What follows belongs to an exercise in optimizing a design on an open flow for small area; a production flow would make more cautious choices.
At most, simulation tests tie the RTL to the original design; equivalence was not proved.
Power and IR drop assume default switching activity.

// tw_master
module tw_master (
    input  wire        clk,
    input  wire        rst,
    input  wire        cmd_valid,
    output wire        cmd_ready,
    input  wire [31:0] cmd,
    output reg         done,
    output wire [7:0]  status,
    output reg  [7:0]  result,
    output wire        faulted,
    output wire [7:0]  fault_reason,
    input  wire        tx_we,
    input  wire [3:0]  tx_addr,
    input  wire [7:0]  tx_data,
    output wire        ev_valid,
    input  wire        ev_ready,
    output wire [2:0]  ev_kind,
    output wire [1:0]  ev_pin,
    output wire [7:0]  ev_arg,
    input  wire        smp_level,
    output reg         tw_init,
    output reg         tw_in_tx,
    output reg  [1:0]  tw_speed,
    input  wire [3:0]  rx_idx,
    output wire [7:0]  rx_data,
    output reg  [3:0]  dev_count,
    input  wire [2:0]  dl_idx,
    output wire [6:0]  dl_addr
);
  ...
Settings: LEC_CHECK=0, ABC_AREA=1, CAP_MARGIN=20, CORE_MARGIN=2, CORE_UTILIZATION=40, SLEW_MARGIN=20; clock period 10.0 ns.
standard.sh (not shown) runs the stock make flow with config.mk's settings and CLKGATE_MAP_FILE= SYNTH_SCRIPT=/design/flow/synth_recipe.tcl, a recipe that flattens the netlist after the stock synthesis.
==> flow/flow/run.sh <==
#!/bin/bash
# Own layout flow: the standard ORFS flow, with two changes to how the
# layout is made:
#  - technology mapping in synthesis uses ABC's area-oriented mapper (amap)
#    instead of ORFS's default ABC script (flip-flop mapping is unchanged);
#  - port buffers use sky130_fd_sc_hd__buf_1.
# Each tool's full output goes to a log file in the work folder.
set -euo pipefail
W=$(pwd)
rm -rf "$W/scripts_local"
cp -r "$FLOW_HOME/scripts" "$W/scripts_local"
cp "$W/flow/abc_area.script" "$W/scripts_local/abc_area.script"
export SCRIPTS_DIR="$W/scripts_local"
export BUFFER_PORTS_ARGS="-buffer_cell sky130_fd_sc_hd__buf_1"
export CTS_ARGS="-sink_clustering_enable -repair_clock_nets -sink_clustering_size 16 -sink_clustering_max_diameter 50 -dont_use_dummy_load -buf_list sky130_fd_sc_hd__clkbuf_8"
bash "$W/standard.sh" synth > "$W/synth.log" 2>&1
bash "$W/standard.sh" > "$W/layout.log" 2>&1
==> flow/flow/abc_area.script <==
strash
dc2
dch -f
amap -F 10 -A 30
topo
The baseline finished with timing, DRC and antenna clean.
Edit:
--- a/flow/flow/run.sh
+++ b/flow/flow/run.sh
@@ -13,5 +13,5 @@
 export SCRIPTS_DIR="$W/scripts_local"
 export BUFFER_PORTS_ARGS="-buffer_cell sky130_fd_sc_hd__buf_1"
-export CTS_ARGS="-sink_clustering_enable -repair_clock_nets -sink_clustering_size 16 -sink_clustering_max_diameter 50 -dont_use_dummy_load -buf_list sky130_fd_sc_hd__clkbuf_8"
+export CTS_ARGS="-sink_clustering_enable -repair_clock_nets -sink_clustering_size 30 -sink_clustering_max_diameter 60 -dont_use_dummy_load -buf_list {sky130_fd_sc_hd__clkbuf_8 sky130_fd_sc_hd__clkbuf_16}"
 bash "$W/standard.sh" synth > "$W/synth.log" 2>&1
 bash "$W/standard.sh" > "$W/layout.log" 2>&1
Outcome: Setup slack degrades by 0.031 ns. Cell area is higher by about 0.8%. Wire length decreases by 1.3%. Total power goes up by 3.9%. Hold slack stays flat.
No run of this note included a check of the RTL's function; only the layout flow was run.

---

north:
Another version of the RTL of tw_master (not shown whole).
For scale: roughly 410 flip-flops, about 120 I/O pins, about 15000 µm² of cells after synthesis.
export LEC_CHECK = 0
export ABC_AREA = 1
export CAP_MARGIN = 20
export CORE_MARGIN = 2
export CORE_UTILIZATION = 60
export SLEW_MARGIN = 20
create_clock -name core_clock -period 10.0 [get_ports {clk}]
==> flow/flow/run.sh <==
#!/bin/bash
# Own layout flow: the standard ORFS flow, with two changes to how the
# layout is made:
#  - technology mapping in synthesis uses ABC's area-oriented mapper (amap)
#    instead of ORFS's default ABC script (flip-flop mapping is unchanged);
#  - port buffers use sky130_fd_sc_hd__buf_1;
#  - clock tree: small clusters of clkbuf_4 leaves, no dummy loads.
# Each tool's full output goes to a log file in the work folder.
set -euo pipefail
W=$(pwd)
rm -rf "$W/scripts_local"
cp -r "$FLOW_HOME/scripts" "$W/scripts_local"
cp "$W/flow/abc_area.script" "$W/scripts_local/abc_area.script"
export SCRIPTS_DIR="$W/scripts_local"
export BUFFER_PORTS_ARGS="-buffer_cell sky130_fd_sc_hd__buf_1"
export CTS_ARGS="-sink_clustering_enable -repair_clock_nets -sink_clustering_size 10 -sink_clustering_max_diameter 40 -dont_use_dummy_load -buf_list sky130_fd_sc_hd__clkbuf_4"
bash "$W/standard.sh" synth > "$W/synth.log" 2>&1
bash "$W/standard.sh" > "$W/layout.log" 2>&1
Scripts as last shown in full above: flow/flow/abc_area.script
For south, these inputs were changed with respect to north:
diff --git a/flow/flow/run.sh b/flow/flow/run.sh
--- a/flow/flow/run.sh
+++ b/flow/flow/run.sh
@@ -15,3 +15,3 @@
 export BUFFER_PORTS_ARGS="-buffer_cell sky130_fd_sc_hd__buf_1"
-export CTS_ARGS="-sink_clustering_enable -repair_clock_nets -sink_clustering_size 10 -sink_clustering_max_diameter 40 -dont_use_dummy_load -buf_list sky130_fd_sc_hd__clkbuf_4"
+export CTS_ARGS="-sink_clustering_enable -repair_clock_nets -sink_clustering_size 18 -sink_clustering_max_diameter 45 -dont_use_dummy_load -buf_list sky130_fd_sc_hd__clkbuf_8"
 bash "$W/standard.sh" synth > "$W/synth.log" 2>&1
Summary of south over north: post-detailed-route via-to-cell ratio roughly the same; portion of the clock cycle consumed by the worst path in the final layout higher; total power density per cell area higher.
Against north as the reference, south delivers a higher routed length on met1.
Looking at maximum vdd ir drop, south sits above north.
Sort north and south by sequential share of cell area, descending, and north comes first.
For east, these inputs were changed with respect to south:
- CORE_UTILIZATION: 60 -> 40
diff --git a/flow/flow/run.sh b/flow/flow/run.sh
--- a/flow/flow/run.sh
+++ b/flow/flow/run.sh
@@ -5,4 +5,3 @@
 #    instead of ORFS's default ABC script (flip-flop mapping is unchanged);
-#  - port buffers use sky130_fd_sc_hd__buf_1;
-#  - clock tree: small clusters of clkbuf_4 leaves, no dummy loads.
+#  - port buffers use sky130_fd_sc_hd__buf_1.
 # Each tool's full output goes to a log file in the work folder.
@@ -15,3 +14,3 @@
 export BUFFER_PORTS_ARGS="-buffer_cell sky130_fd_sc_hd__buf_1"
-export CTS_ARGS="-sink_clustering_enable -repair_clock_nets -sink_clustering_size 18 -sink_clustering_max_diameter 45 -dont_use_dummy_load -buf_list sky130_fd_sc_hd__clkbuf_8"
+export CTS_ARGS="-sink_clustering_enable -repair_clock_nets -sink_clustering_size 10 -sink_clustering_max_diameter 40 -dont_use_dummy_load -buf_list sky130_fd_sc_hd__clkbuf_4"
 bash "$W/standard.sh" synth > "$W/synth.log" 2>&1
==> comparison <==
Final cycle utilization of the critical path, east and south, lower one = south.
Global routing met3 resource utilization in east vs south: down 0.84 points
For the synthesis-to-layout area growth, east came in 0.61 points higher than south did.
[diff] via count, east relative to south: improvement
Compared east vs south, and wire length of the first global-routing pass is up in east.
Delta (east minus south): amount of wire on met2 after detailed routing went up by 4.9%; headroom to the max-slew limit went up; relative area of clock buffers and inverters in the final design has decreased; global-route usage went down 9.0 points.
Routed wire in east totals more than in south.
diff inputs: east => west
- changing CORE_UTILIZATION from 40 to 60
diff --git a/flow/flow/run.sh b/flow/flow/run.sh
--- a/flow/flow/run.sh
+++ b/flow/flow/run.sh
@@ -1,7 +1,9 @@
 #!/bin/bash
-# Own layout flow: the standard ORFS flow, with two changes to how the
+# Own layout flow: the standard ORFS flow, with these changes to how the
 # layout is made:
-#  - technology mapping in synthesis uses ABC's area-oriented mapper (amap)
-#    instead of ORFS's default ABC script (flip-flop mapping is unchanged);
-#  - port buffers use sky130_fd_sc_hd__buf_1.
+#  - technology mapping in synthesis uses ABC's deepsyn restructuring and
+#    area-oriented mapper (amap) instead of ORFS's default ABC script
+#    (flip-flop mapping is unchanged);
+#  - port buffers use sky130_fd_sc_hd__buf_1;
+#  - clock tree: small clusters of clkbuf_4 leaves, no dummy loads.
 # Each tool's full output goes to a log file in the work folder.
==> flow/flow/abc_area.script <==
strash
&get -n
&deepsyn -T 120
&put
dch -f
amap -F 10 -A 30
topo
## What came out
west vs east, instance count: west lower
Changes observed in west relative to east: residual overflow from global routing neither gained nor lost much; mean number of vias per cell went up 9.9%.

re-timing with driven ports:
The flow's constraints put no driver on any port. The routed layouts listed below were extracted and timed again, unchanged, in two steps.
Step 1 sets driving cells, clkbuf_16 on the clock port and buf_2 on the other inputs (assumed; they add their load-dependent delay and slew).
Step 2 adds t to the input delays and takes it off the output delays; t is the mean of the earliest and latest rising clock arrival at the registers after step 1. Input paths then give back, and output paths get back, about the clock's delay inside the block.
Three values: ideal ports, drivers, drivers and shift; two values: the first two.
| run | t, ns | setup WS [ns] | worst setup path after step 2 | pins driven straight from the clock port |
|---|---|---|---|---|
| the first run of note 1 | 0.647 | 2.970 / 2.946 / 2.946 | input to output | 1 |
| the second run of note 1 | 0.625 | 2.939 / 2.914 / 2.914 | input to output | 1 |
| north | 0.692 | 3.108 / 3.086 / 3.086 | input to output | 1 |
| south | 0.571 | 3.089 / 3.067 / 3.067 | input to output | 1 |
| east | 0.744 | 2.956 / 2.929 / 2.929 | input to output | 1 |
| west | 0.714 | 2.262 / 2.240 / 2.240 | input to output | 1 |
After both steps every run listed still meets setup and hold. For east, which loses most, drivers alone change the setup slack by -0.027 ns; drivers and shift together by -0.027 ns.
